Context: an optimization exercise on an open-source flow, tuned for small area, a short achievable clock period and few clock cycles per item. The choices shown serve that exercise and are no tape-out recipe. Only simulation tests tie the RTL to the original design; equivalence was not proved. No activity file was given, so power comes from the tool's default toggle rates.

<file path="design/flow/run.sh">
#!/bin/bash
# synth_recipe.tcl (not shown) runs the flow's synth.tcl, then flattens the netlist and writes it again
# the make line also repeats each setting of config.mk as NAME=value (left out here)
make -C /OpenROAD-flow-scripts/flow DESIGN_CONFIG=/design/flow/config.mk WORK_HOME=/design/flow/orfs CLKGATE_MAP_FILE= SYNTH_SCRIPT=/design/flow/synth_recipe.tcl finish
</file>
<file path="design/flow/config.mk">
export PLATFORM = sky130hd
export DESIGN_NAME = lz78_enc
export DESIGN_NICKNAME = lz78_enc
export VERILOG_FILES = /design/flow/design.v
export SDC_FILE = /design/flow/constraint.sdc
export NUM_CORES = 4
export LEC_CHECK = 0
export CAP_MARGIN = 20
export CORE_MARGIN = 2
export CORE_UTILIZATION = 40
export SLEW_MARGIN = 20
</file>
<file path="design/flow/constraint.sdc">
create_clock -name core_clock -period 8.0 [get_ports {clk}]
set_input_delay 1.6000 -clock core_clock [delete_from_list [all_inputs] [get_ports {clk}]]
set_output_delay 1.6000 -clock core_clock [all_outputs]
set_load 0.01 [all_outputs]
</file>
<file path="design/flow/design.v">
module lz78_enc (
    input  wire        clk,
    input  wire        rst,
    input  wire        in_valid,
    output wire        in_ready,
    input  wire [7:0]  in_sym,
    input  wire        in_last,
    output wire        out_valid,
    input  wire        out_ready,
    output wire [1:0]  out_type,
    output wire [15:0] out_code,
    output wire [7:0]  out_sym
);
    localparam MAX_ENTRIES = 256;
    localparam T_PAIR = 2'd0;
    localparam T_SENT = 2'd1;
    localparam T_END  = 2'd2;
    localparam T_ERR  = 2'd3;
    localparam S_IN     = 2'd0;
    localparam S_SEARCH = 2'd1;
    localparam S_OUT    = 2'd2;
    localparam S_DRAIN  = 2'd3;
    reg [7:0] dict_par [0:MAX_ENTRIES-1];
    reg [7:0] dict_sym [0:MAX_ENTRIES-1];
    reg [1:0]  state;
    reg [8:0]  dsz;         
    reg [7:0]  cur;         
    reg [8:0]  j;           
    reg [7:0]  s;           
    reg        last_r;      
    reg [15:0] nsym;        
    reg [15:0] idx;         
    reg [1:0]  otype;
    reg [15:0] ocode;
    reg [7:0]  osym;
    reg        end_pend;    
    reg        drain;       
    wire hit = (dict_par[j[7:0]] == cur) && (dict_sym[j[7:0]] == s);
    assign in_ready  = (state == S_IN) || (state == S_DRAIN);
    assign out_valid = (state == S_OUT);
    assign out_type  = otype;
    assign out_code  = ocode;
    assign out_sym   = osym;
    always @(posedge clk) begin
        if (state == S_SEARCH && j == dsz && dsz != MAX_ENTRIES) begin
            dict_par[dsz[7:0]] <= cur;
            dict_sym[dsz[7:0]] <= s;
        end
    end
    always @(posedge clk) begin
        if (rst) begin
            state    <= S_IN;
            dsz      <= 9'd1;
            cur      <= 8'd0;
            j        <= 9'd1;
            s        <= 8'd0;
            last_r   <= 1'b0;
            nsym     <= 16'd0;
            idx      <= 16'd0;
            otype    <= T_PAIR;
            ocode    <= 16'd0;
            osym     <= 8'd0;
            end_pend <= 1'b0;
            drain    <= 1'b0;
        end else begin
            case (state)
                S_IN: begin
                    if (in_valid) begin
                        s      <= in_sym;
                        last_r <= in_last;
                        idx    <= nsym;
                        nsym   <= nsym + 16'd1;
                        j      <= 9'd1;
                        state  <= S_SEARCH;
                    end
                end
                S_SEARCH: begin
                    if (j == dsz) begin
                        if (dsz == MAX_ENTRIES) begin
                            otype    <= T_ERR;
                            ocode    <= idx;
                            osym     <= 8'd0;
                            end_pend <= 1'b0;
                            drain    <= !last_r;
                        end else begin
                            otype    <= T_PAIR;
                            ocode    <= {8'd0, cur};
                            osym     <= s;
                            end_pend <= last_r;
                            drain    <= 1'b0;
                            dsz      <= dsz + 9'd1;
                            cur      <= 8'd0;
                        end
                        state <= S_OUT;
                    end else if (hit) begin
                        cur <= j[7:0];
                        if (last_r) begin
                            otype    <= T_SENT;
                            ocode    <= {7'd0, j};
                            osym     <= 8'd0;
                            end_pend <= 1'b1;
                            drain    <= 1'b0;
                            state    <= S_OUT;
                        end else begin
                            state <= S_IN;
                        end
                    end else begin
                        j <= j + 9'd1;
                    end
                end
                S_OUT: begin
                    if (out_ready) begin
                        if (end_pend) begin
                            otype    <= T_END;
                            ocode    <= {7'd0, dsz};
                            osym     <= 8'd0;
                            end_pend <= 1'b0;
                        end else if (otype == T_END || otype == T_ERR) begin
                            dsz   <= 9'd1;
                            cur   <= 8'd0;
                            nsym  <= 16'd0;
                            state <= drain ? S_DRAIN : S_IN;
                        end else begin
                            state <= S_IN;
                        end
                    end
                end
                S_DRAIN: begin
                    if (in_valid && in_last)
                        state <= S_IN;
                end
            endcase
        end
    end
endmodule
</file>
==> results_tabular.tex, run 1 <==
\begin{tabular}{lr}
\hline
Metric & Value \\
\hline
\multicolumn{2}{l}{\textbf{Run status}} \\
\quad Outcome & finished clean \\
\multicolumn{2}{l}{\textbf{Synth}} \\
\quad Post-synthesis sequential area ratio & 0.7628 \\
\quad Fraction of synthesized cell area taken by the top area cell type & 0.7499 \\
\quad Number of synthesized register bits & 4201 \\
\quad EDFF count, synth & 4096 \\
\quad Synth Net Count & 8229 \\
\quad Number of warnings printed during yosys synthesis & 1 \\
\quad Synthesized netlist cell count & 8206 \\
\quad Cells taking the most area after synthesis & edfxtp\_1 75\%, mux4\_2 9.8\%, mux2i\_1 4.4\%, dfxtp\_1 1.3\%, a22oi\_1 1.3\% \\
\quad Cell taking the most area after synthesis & edfxtp\_1 \\
\quad Dominant register cell in the synthesized netlist & edfxtp\_1 \\
\quad Mean area per synthesized cell & 19.99 sq um \\
\quad FFs w/ async S/R, synth & 0 \\
\quad Library cells used by synthesis & 95 \\
\quad Netlist area before placement & 0.1640 sq mm \\
\multicolumn{2}{l}{\textbf{Power and ir drop}} \\
\quad Net switching power figure & 13.28 mW \\
\quad Sequential cell fraction of total power & 0.481 \\
\quad Max rail drop VDD & 0.2180 mV \\
\quad Proportion of power drawn by combinational gates & 0.139 \\
\quad Clock Power Share & 0.381 \\
\quad Leakage & 58.94 nW \\
\quad Net switching fraction of the power & 0.2566 \\
\quad Total power of the final layout & 51.74 mW \\
\quad Power density of the placed cells & 277.5 mW/mm\^{}2 \\
\quad Internal Pwr Total & 38.46 mW \\
\multicolumn{2}{l}{\textbf{Timing}} \\
\quad Fraction of the cycle the final worst path needs & 0.9100 \\
\quad Max Slew Vio Count & 0 \\
\quad Smallest hold slack & 458.6 ps \\
\quad Hold Fails Final Rpt & 0 \\
\quad Min cycle time layout & 7280 ps \\
\quad Worst Max-Slew Pin Slew & 1234 ps \\
\quad Count of endpoints failing setup in the final report & 0 \\
\quad Highest attainable clock frequency & 137.4 MHz \\
\quad Setup tns final & 0 ps \\
\quad Unrepaired setup endpoints after global routing & no \\
\quad Max-slew headroom & 0.1704 \\
\quad Worst Skew & 69.85 ps \\
\multicolumn{2}{l}{\textbf{CTS}} \\
\quad Number of buffers on the longest clock path & 4 \\
\quad Clock latency at the later pin of the worst-skew pair & 990 ps \\
\quad CTS tree & yes \\
\quad Clock H-tree levels & 5 \\
\quad Reg clk slew, reported paths & 60 ps \\
\quad Buffers inserted during post-CTS setup optimization & 0 \\
\quad Post-cts gate resize count & 0 \\
\quad Clock sink total & 4201 \\
\quad Root Buffer Master & clkbuf\_16 \\
\quad Cts hold-fix bufs & 0 \\
\quad Number of buffers added by the clock tree synthesis step & 417 \\
\multicolumn{2}{l}{\textbf{GRT}} \\
\quad Pin count of the biggest net entering global routing & 193 \\
\quad Initial antenna violation count & 33 \\
\quad First-pass GRT wire length & 691.8 mm \\
\quad Global-route total usage across every layer & 0.2369 \\
\quad Gr ovfl total & 0 \\
\quad Via count of the first global-routing pass & 85340 \\
\multicolumn{2}{l}{\textbf{Worst setup path}} \\
\quad Critical Path Most Common Cell & buf\_4 \\
\quad Critical path, cell by cell & buf\_12 > buf\_4 > mux2i\_1 > a22oi\_1 > a21oi\_1 > o41ai\_1 > buf\_4 > nand4\_1 > o31a\_1 > or4b\_1 > nand4b\_1 > nor4\_4 > buf\_4 > a41oi\_4 > buf\_4 > nor2b\_1 > nor3\_1 \\
\quad Endpoint required time on the critical path & 8890 ps \\
\quad Largest stage delay on the critical path & 1010 ps \\
\quad Top fanout value on the critical path & 60 \\
\quad Family of cells with the greatest summed delay on the critical path & simple AND/OR/NAND/NOR gates \\
\quad Master of the slowest instance on the critical path & o41ai\_1 \\
\quad Crit path buf inv count & 5 \\
\quad Startpoint kind of the worst setup timing path & register \\
\quad Critical Path Sink Type & register \\
\quad Data arrival time of the worst path & 8170 ps \\
\quad Type of the worst setup path & reg2reg \\
\multicolumn{2}{l}{\textbf{Detailed routing}} \\
\quad Detailed router's first-iteration violation count & 13550 \\
\quad Post-detailed-route via-to-cell ratio & 6.082 \\
\quad Number of detailed-routing iterations run before antenna repair & 7 \\
\quad Number of vias in the routed layout & 88010 \\
\quad Antenna-violating nets left & 0 \\
\quad Detailed-route DRC error count & 0 \\
\quad Final Routed Wirelength & 501.5 mm \\
\quad Wire length per cell after detailed routing & 34.66 um \\
\multicolumn{2}{l}{\textbf{Floorplan}} \\
\quad Die X & 644.3 um \\
\quad Core Footprint & 0.4090 sq mm \\
\quad Die Span Y & 644.3 um \\
\quad Standard-cell row count & 235 \\
\quad Die area & 0.4152 sq mm \\
\quad I/O pin count & 41 \\
\quad Initial Util & 0.4010 \\
\multicolumn{2}{l}{\textbf{Hold path}} \\
\quad Class of the tightest hold or removal check & reg2reg \\
\multicolumn{2}{l}{\textbf{Flow run}} \\
\quad Number of max-capacitance violations reported & 0 \\
\multicolumn{2}{l}{\textbf{Place}} \\
\quad Number of port buffers & 40 \\
\quad GP Congestion & 0.9584 \\
\quad Detailed placement HPWL & 305.4 mm \\
\multicolumn{2}{l}{\textbf{Layout}} \\
\quad Net total in the final layout & 8694 \\
\quad Share of cells above drive strength 1 & 0.2329 \\
\quad Layout overhead on the synthesized area & 13.69\% \\
\hline
\end{tabular}
==> layer usage <==
layer / GRT usage / vias to the layer above / share of wire
li1: - / 34780 / -
met1: 0.3294 / 46790 / 0.39
met2: 0.3637 / 5428 / 0.45
met3: 0.05299 / 996 / 0.11
met4: 0.09389 / 22 / 0.047
met5: 0 / - / 0.00031
==> path summary, 6_finish.rpt <==
check / from / to / slack (ps) / depth (start not counted)
hold / removal: idx[2] / idx[2] / 460 / 2
setup reg to reg: register / otype[1] / 720 / 17
hold reg to reg: idx[2] / idx[2] / 460 / 2
setup / recovery: register / otype[1] / 720 / 17
==> tightest hold or removal path: stages, from the launching register on <==
cell and delay [ps]:
dfxtp_1 310, nand2_1 50, a21oi_1 50
==> cells by family after synthesis <==
group,synth area share
mux,0.1451
fa+ha+maj,0.0007629
buf+inv,0.02196
simple gates,0.02869
flops,0.7628
xor+xnor,0.001816
compound gates,0.03895
==> power by group through the flow <==
stage / registers (mW) / clock network [mW] / logic (mW)
after detailed placement: 25.3 / 0 / 7.09
after global placement: 25.3 / 0 / 7.00
after global routing: 24.9 / 20.7 / 7.44
final: 24.9 / 19.7 / 7.17
after floorplan: 25.6 / 0 / 4.80
after CTS: 24.9 / 19.9 / 7.10
==> cell type report <==
cell class | count | area (sq um)
Tap cell | 5451 | 6820
Antenna cell | 9 | 22.52
Clock inverter | 259 | 2734
Multi-Input combinational cell | 3494 | 36160
Timing Repair Buffer | 536 | 4566
Fill cell | 34010 | 222500
Inverter | 21 | 91.34
Clock buffer | 500 | 10900
Sequential cell | 4201 | 125200
==> sequential cells by signal (all words and copies together) (netlist names), named ones only <==
register	flops
dict_par	2048
dict_sym	2048
idx	16
nsym	16
ocode	16
dsz	9
j	9
cur	8
osym	8
s	8
otype	2
state	2
drain	1
end_pend	1
last_r	1
==> cell usage after synthesis, types with 32 or more instances <==
| master | n |
|---|---|
| mux4_2 | 713 |
| a22oi_1 | 277 |
| nand3_1 | 106 |
| buf_12 | 32 |
| buf_2 | 101 |
| nand2_1 | 346 |
| buf_6 | 59 |
| o22ai_1 | 99 |
| buf_4 | 84 |
| o21ai_0 | 58 |
| dfxtp_1 | 105 |
| a21oi_1 | 236 |
| clkbuf_1 | 156 |
| mux2i_1 | 718 |
| edfxtp_1 | 4096 |
| nor2_1 | 374 |
==> cell usage in the layout (no fill, tap or decap), types with 26 or more instances in the layout <==
master / n
nor2_4: 38
clkbuf_1: 76
o22ai_1: 99
clkdlybuf4s50_1: 40
clkinv_1: 91
edfxtp_1: 4096
buf_12: 33
nand2_1: 343
mux2_2: 30
o21ai_0: 54
nor2_1: 192
mux4_2: 713
mux2i_1: 717
bufinv_16: 48
dfxtp_1: 83
or3_1: 26
a31oi_1: 30
nand3_1: 102
clkinv_2: 82
clkbuf_16: 424
a22oi_1: 277
nor2_2: 145
buf_4: 458
o221ai_1: 29
a21oi_1: 236
==> through the flow <==
stage,setup slack [ps],instance area (sq um),cells,utilization
2_1_floorplan,2391,164000,8206,-
3_3_place_gp,712.7,172500,13700,0.4219
3_5_place_dp,735.5,172700,13700,0.4224
4_1_cts,704.6,186400,14460,0.4557
5_1_grt,640.2,186500,14470,0.4559
6_report,720.4,186500,14470,0.4559
Testbench counts, summed over its fixed seeds: cycles 514,468, items 22,920.
==> run 2: changes to the inputs <==
==> design/flow/design.v (replaced) <==
module lz78_enc (
    input  wire        clk,
    input  wire        rst,
    input  wire        in_valid,
    output wire        in_ready,
    input  wire [7:0]  in_sym,
    input  wire        in_last,
    output wire        out_valid,
    input  wire        out_ready,
    output wire [1:0]  out_type,
    output wire [15:0] out_code,
    output wire [7:0]  out_sym
);
    localparam T_PAIR = 2'd0;
    localparam T_SENT = 2'd1;
    localparam T_END  = 2'd2;
    localparam T_ERR  = 2'd3;
    localparam QN = 3;           
    reg        v_r;              
    reg  [7:0] s_r;
    reg        l_r;
    reg  [7:0] cur;              
    reg  [8:0] dsz;              
    reg [15:0] idx;              
    reg        drain;            
    reg  [1:0] q_t [0:QN-1];
    reg  [7:0] q_a [0:QN-1];
    reg  [7:0] q_b [0:QN-1];
    reg        q_e [0:QN-1];     
    reg  [1:0] q_wp, q_rp;
    reg  [1:0] q_n;
    reg        ov;
    reg  [1:0] ot;
    reg [15:0] oc;
    reg  [7:0] os;
    reg        oe;               
    reg  [8:0] end_d;            
    reg        end_p;            
    wire stall = (q_n == QN) || (l_r && end_p);
    wire adv   = v_r && !stall;          
    wire go    = adv && !drain;          
    assign in_ready = !v_r || !stall;
    wire [3:0] d_hi = dsz[7:4];
    wire [3:0] d_lo = dsz[3:0];
    wire [255:0] match;
    assign match[0] = 1'b0;
    genvar k;
    generate
        for (k = 1; k < 256; k = k + 1) begin : ent
            reg [7:0] par;
            reg [7:0] sym;
            wire vld = dsz[8] || (d_hi > (k >> 4)) || ((d_hi == (k >> 4)) && (d_lo > (k & 15)));
            wire we  = go && !dsz[8] && (dsz[7:0] == k);
            always @(posedge clk) begin
                if (we) begin
                    par <= cur;
                    sym <= s_r;
                end
            end
            assign match[k] = vld && (par == cur) && (sym == s_r);
        end
    endgenerate
    reg [7:0] j;
    integer m;
    always @(*) begin
        j = 8'd0;
        for (m = 1; m < 256; m = m + 1)
            j = j | (match[m] ? m[7:0] : 8'd0);
    end
    wire hit  = |match;
    wire full = dsz[8];
    reg  [1:0] r_t;
    reg  [7:0] r_a, r_b;
    reg        r_e;
    always @(*) begin
        if (hit) begin
            r_t = T_SENT; r_a = j;        r_b = 8'd0;      r_e = 1'b1;
        end else if (full) begin
            r_t = T_ERR;  r_a = idx[7:0]; r_b = idx[15:8]; r_e = 1'b0;
        end else begin
            r_t = T_PAIR; r_a = cur;      r_b = s_r;       r_e = l_r;
        end
    end
    wire push = go && (!hit || l_r);
    wire o_ld    = !ov || out_ready;
    wire o_end   = ov && oe;             
    wire pop     = o_ld && !o_end && (q_n != 2'd0);
    always @(posedge clk) begin
        if (push) begin
            q_t[q_wp] <= r_t;
            q_a[q_wp] <= r_a;
            q_b[q_wp] <= r_b;
            q_e[q_wp] <= r_e;
        end
    end
    always @(posedge clk) begin
        if (rst) begin
            v_r   <= 1'b0;
            cur   <= 8'd0;
            dsz   <= 9'd1;
            idx   <= 16'd0;
            drain <= 1'b0;
            q_wp  <= 2'd0;
            q_rp  <= 2'd0;
            q_n   <= 2'd0;
            ov    <= 1'b0;
            oe    <= 1'b0;
            end_p <= 1'b0;
        end else begin
            v_r <= (in_valid && in_ready) || (v_r && stall);
            if (go) begin
                if (l_r || (!hit && full)) begin
                    cur   <= 8'd0;
                    dsz   <= 9'd1;
                    idx   <= 16'd0;
                    drain <= !hit && full && !l_r;
                end else begin
                    cur <= j;
                    dsz <= dsz + {8'd0, !hit};
                    idx <= idx + 16'd1;
                end
            end else if (adv && l_r) begin
                drain <= 1'b0;
            end
            if (push)
                q_wp <= (q_wp == QN - 1) ? 2'd0 : q_wp + 2'd1;
            if (pop)
                q_rp <= (q_rp == QN - 1) ? 2'd0 : q_rp + 2'd1;
            q_n <= q_n + {1'b0, push} - {1'b0, pop};
            if (push && r_e)
                end_p <= 1'b1;
            else if (o_ld && o_end)
                end_p <= 1'b0;
            if (o_ld) begin
                ov <= o_end || (q_n != 2'd0);
                oe <= !o_end && q_e[q_rp];
            end
        end
    end
    always @(posedge clk) begin
        if (in_ready) begin
            s_r <= in_sym;
            l_r <= in_last;
        end
        if (push && r_e)
            end_d <= dsz + {8'd0, !hit};
        if (o_ld) begin
            if (o_end) begin
                ot <= T_END;
                oc <= {7'd0, end_d};
                os <= 8'd0;
            end else begin
                ot <= q_t[q_rp];
                oc <= (q_t[q_rp] == T_ERR) ? {q_b[q_rp], q_a[q_rp]} : {8'd0, q_a[q_rp]};
                os <= (q_t[q_rp] == T_PAIR) ? q_b[q_rp] : 8'd0;
            end
        end
    end
    assign out_valid = ov;
    assign out_type  = ot;
    assign out_code  = oc;
    assign out_sym   = os;
endmodule
==> run 2 against run 1 <==
Net effect: clock-buffer cell count grew 27; hold slack gained 46 ps; sequential power down 2%; non-clock buffer count is 258 higher; core utilization up 0.37 points; first-iteration DRC count shrank 26%; global-route usage fell by 1.3 points; power is 9.4% lower; critical endpoint is now dsz[8]; largest cell class unchanged.
==> results_tabular.tex, run 2 <==
\begin{tabular}{lr}
\hline
Metric & Value \\
\hline
\multicolumn{2}{l}{\textbf{Synth}} \\
\quad Most frequent cell after synthesis & edfxtp\_1 (unchanged) \\
\quad Fraction of synthesized cell area taken by the top area cell type & 0.6933 (was 0.7499) \\
\quad Dominant register cell in the synthesized netlist & edfxtp\_1 (unchanged) \\
\quad Number of synthesized register bits & 4227 (was 4201) \\
\quad Netlist area before placement & 0.1811 sq mm (was 0.1640 sq mm) \\
\quad Synth Net Count & 11640 (was 8229) \\
\quad Cells taking the most area after synthesis & edfxtp\_1 69\%, xor2\_1 17\%, nor4\_1 3.3\%, xnor2\_1 3.3\%, nand4\_1 1.3\% (was edfxtp\_1 75\%, mux4\_2 9.8\%, mux2i\_1 4.4\%, dfxtp\_1 1.3\%, a22oi\_1 1.3\%) \\
\quad Synthesized netlist cell count & 11630 (was 8206) \\
\quad Library cells used by synthesis & 66 (was 95) \\
\quad EDFF count, synth & 4181 (was 4096) \\
\quad Mean area per synthesized cell & 15.58 sq um (was 19.99 sq um) \\
\quad Number of warnings printed during yosys synthesis & 1 (unchanged) \\
\quad Post-synthesis sequential area ratio & 0.6984 (was 0.7628) \\
\quad Cell taking the most area after synthesis & edfxtp\_1 (unchanged) \\
\quad FFs w/ async S/R, synth & 0 (unchanged) \\
\quad Commonest cells in the synthesized netlist & 4181 x edfxtp\_1, 3425 x xor2\_1, 950 x nor4\_1 (was 4096 x edfxtp\_1, 718 x mux2i\_1, 713 x mux4\_2) \\
\multicolumn{2}{l}{\textbf{Detailed routing}} \\
\quad Final Routed Wirelength & 527.0 mm (was 501.5 mm) \\
\quad Number of vias in the routed layout & 100300 (was 88010) \\
\quad Post-detailed-route via-to-cell ratio & 5.391 (was 6.082) \\
\quad Number of detailed-routing iterations run before antenna repair & 6 (was 7) \\
\quad Detailed router's first-iteration violation count & 10080 (was 13550) \\
\quad Detailed-route DRC error count & 0 (unchanged) \\
\quad Wire length per cell after detailed routing & 28.32 um (was 34.66 um) \\
\quad Antenna-violating nets left & 0 (unchanged) \\
\multicolumn{2}{l}{\textbf{Power and ir drop}} \\
\quad Power density of the placed cells & 225.7 mW/mm\^{}2 (was 277.5 mW/mm\^{}2) \\
\quad Leakage & 62.97 nW (was 58.94 nW) \\
\quad Max rail drop VDD & 0.1964 mV (was 0.2180 mV) \\
\multicolumn{2}{l}{\textbf{Timing}} \\
\quad Worst Skew & 133.7 ps (was 69.85 ps) \\
\quad Min cycle time layout & 7485 ps (was 7280 ps) \\
\quad Count of endpoints failing setup in the final report & 0 (unchanged) \\
\quad Max-slew headroom & 0.1343 (was 0.1704) \\
\quad Fraction of the cycle the final worst path needs & 0.9356 (was 0.9100) \\
\quad Highest attainable clock frequency & 133.6 MHz (was 137.4 MHz) \\
\quad Hold Fails Final Rpt & 0 (unchanged) \\
\quad Max Slew Vio Count & 0 (unchanged) \\
\quad Setup tns final & 0 ps (unchanged) \\
\quad Worst Setup Slack, final & 515.4 ps (was 720.4 ps) \\
\quad Unrepaired setup endpoints after global routing & no (unchanged) \\
\quad Worst Max-Slew Pin Slew & 1289 ps (was 1234 ps) \\
\multicolumn{2}{l}{\textbf{Place}} \\
\quad Number of port buffers & 40 (unchanged) \\
\quad Detailed placement HPWL & 343.3 mm (was 305.4 mm) \\
\quad Worst slack at placement & 829.8 ps (was 735.5 ps) \\
\quad GP Congestion & 0.9831 (was 0.9584) \\
\multicolumn{2}{l}{\textbf{CTS}} \\
\quad Number of buffers on the longest clock path & 4 (unchanged) \\
\quad Clock H-tree levels & 5 (unchanged) \\
\quad Root Buffer Master & clkbuf\_16 (unchanged) \\
\quad Clock latency at the later pin of the worst-skew pair & 1050 ps (was 990 ps) \\
\quad Post-cts gate resize count & 0 (unchanged) \\
\quad Reg clk slew, reported paths & 60 ps (about the same) \\
\quad Clock sink total & 4227 (was 4201) \\
\quad Buffers inserted during post-CTS setup optimization & 0 (unchanged) \\
\quad CTS tree & yes (unchanged) \\
\quad Cts hold-fix bufs & 0 (unchanged) \\
\quad Number of buffers added by the clock tree synthesis step & 438 (was 417) \\
\multicolumn{2}{l}{\textbf{Layout}} \\
\quad Commonest non-fill, non-tap cell in the layout & edfxtp\_1 (unchanged) \\
\quad Number of fill cells & 38790 (was 34010) \\
\quad Area of the multi-input gates & 0.05161 sq mm (was 0.03616 sq mm) \\
\quad Seq. cell area & 0.1265 sq mm (was 0.1252 sq mm) \\
\quad Commonest cells after routing, fill and taps aside & 4181 x edfxtp\_1, 3425 x xor2\_1, 926 x nor4\_1 (was 4096 x edfxtp\_1, 717 x mux2i\_1, 713 x mux4\_2) \\
\quad Net total in the final layout & 12280 (was 8694) \\
\quad Share of cells above drive strength 1 & 0.1217 (was 0.2329) \\
\quad Layout overhead on the synthesized area & 14.67\% (was 13.69\%) \\
\multicolumn{2}{l}{\textbf{Floorplan}} \\
\quad Core Footprint & 0.4518 sq mm (was 0.4090 sq mm) \\
\quad Die Span Y & 676.8 um (was 644.3 um) \\
\quad I/O pin count & 41 (unchanged) \\
\quad Initial Util & 0.4008 (was 0.4010) \\
\quad Die X & 676.8 um (was 644.3 um) \\
\quad Die area & 0.4581 sq mm (was 0.4152 sq mm) \\
\quad Standard-cell row count & 247 (was 235) \\
\multicolumn{2}{l}{\textbf{Worst setup path}} \\
\quad Type of the worst setup path & reg2reg (unchanged) \\
\quad Setup slack of the most critical reg-to-reg path & 520 ps (was 720 ps) \\
\quad Critical Path Sink Type & register (unchanged) \\
\quad Endpoint required time on the critical path & 8860 ps (was 8890 ps) \\
\quad Data arrival time of the worst path & 8350 ps (was 8170 ps) \\
\quad Top fanout value on the critical path & 21 (was 60) \\
\quad Startpoint kind of the worst setup timing path & register (unchanged) \\
\multicolumn{2}{l}{\textbf{GRT}} \\
\quad First-pass GRT wire length & 750.7 mm (was 691.8 mm) \\
\quad Pin count of the biggest net entering global routing & 80 (was 193) \\
\quad Initial antenna violation count & 27 (was 33) \\
\quad Gr ovfl total & 0 (unchanged) \\
\quad Via count of the first global-routing pass & 99530 (was 85340) \\
\quad Global-route total usage across every layer & 0.2243 (was 0.2369) \\
\multicolumn{2}{l}{\textbf{Hold path}} \\
\quad Class of the tightest hold or removal check & reg2reg (unchanged) \\
\multicolumn{2}{l}{\textbf{Run status}} \\
\quad Outcome & finished clean (unchanged) \\
\multicolumn{2}{l}{\textbf{Flow run}} \\
\quad Number of max-capacitance violations reported & 0 (unchanged) \\
\hline
\end{tabular}
run 2: cell types whose count changed in the layout (fill, tap and decap cells not counted), sizes merged, moves of 273 or more:
cell	delta
xor2	+3409
nor4	+923
mux4	-721
mux2i	-690
xnor2	+658
nand4	+347
a22oi	-273
run 2: power breakdown:
group	switching (mW)	total, mW	internal [mW]	leakage [nW]
Sequential	0.0594	24.4	24.3	34.2
Combinational	1.42	2.13	0.712	21.8
Clock	8.66	20.3	11.7	6.96
Total	10.1	46.9	36.7	63.0
run 2: critical path: stages (launching register included):
cell and delay, ps:
edfxtp_1 1110, buf_12 240, buf_4 400, buf_4 370, xor2_1 170, nor4_1 70, nand4_1 270, o22ai_1 300
nor4_1 960, nand4_1 600, or3_1 530, buf_4 220, nor2_2 370, ha_1 310, ha_1 270, nand2_1 170
nor2_1 280, nand2_1 170, o21ai_0 150, a21oi_1 110, o21a_1 210
run 2: cell type report:
type / count / share of cell area
sequential: 4227 / 0.6092
clock buffer: 527 / 0.05470
inverter: 18 / 0.0003254
tap: 5976 / 0.03601
clock inverter: 278 / 0.01411
antenna: 10 / 0.0001205
multi-input combinational: 6779 / 0.2485
timing repair buffer: 794 / 0.03701
run 2: metal layers:
| metal | global-route usage | wire length (um) | share of wire |
|---|---|---|---|
| met5 | 0 | 102 | 0.00019 |
| met1 | 0.3092 | 228000 | 0.43 |
| met3 | 0.04136 | 34890 | 0.066 |
| met4 | 0.07992 | 21480 | 0.041 |
| met2 | 0.3563 | 242500 | 0.46 |
run 2: kinds of logic after synthesis:
group / count (synthesis) / synth area share
muxes: 35 / 0.001983
adders and majority gates: 5 / 0.0003455
AOI/OAI and AO/OA: 442 / 0.01486
xor gates and xnor gates: 4101 / 0.1983
and+or+nand+nor: 2196 / 0.06658
buffers and inverters: 620 / 0.01948
DFF: 4227 / 0.6984
run 2: through the flow:
step	cell area, sq um	total power [mW]	std cells	util	hold WS (ps)
after floorplan	181100	26.16	11630	-	436.8
after global placement	192900	26.98	17780	0.4270	473.4
after detailed placement	193300	27.02	17790	0.4278	498.9
after CTS	207600	47.24	18600	0.4594	507.4
after global routing	207600	48.25	18600	0.4595	523.7
final	207700	46.87	18610	0.4596	504.4
run 2: final timing paths:
kind / start / to / cells after the start
max: s_r[5] / dsz[8] / 20
min: q_wp[1] / q_wp[1] / 2
max reg2reg: s_r[5] / dsz[8] / 20
min reg2reg: q_wp[1] / q_wp[1] / 2
Testbench counts of run 2, summed over its fixed seeds: cycles 22,944, items 22,920.

-- afterwards: timing with drivers on the ports --
The flow's constraints put no driver on any port. The routed layouts listed below were extracted and timed again, unchanged, in two steps. Step 1 sets driving cells, clkbuf_16 on the clock port and buf_2 on the other inputs (assumed; they add their load-dependent delay and slew). Step 2 adds t to the input delays and takes it off the output delays; t is the mean of the earliest and latest rising clock arrival at the registers after step 1. Input paths then give back, and output paths get back, about the clock's delay inside the block. a / b / c = ideal ports / drivers / drivers and shift; a / b = the first two.
run	t, ns	slack for setup (ns)	worst setup path at the end	latest minus earliest clock arrival (ns)	cell pins on the clock port's net
run 1	1.069	0.720 / 0.720 / 0.720	register to register	0.083 / 0.084	1
run 2	1.101	0.515 / 0.515 / 0.515	register to register	0.135 / 0.134	1
After both steps every run listed still meets setup and hold.
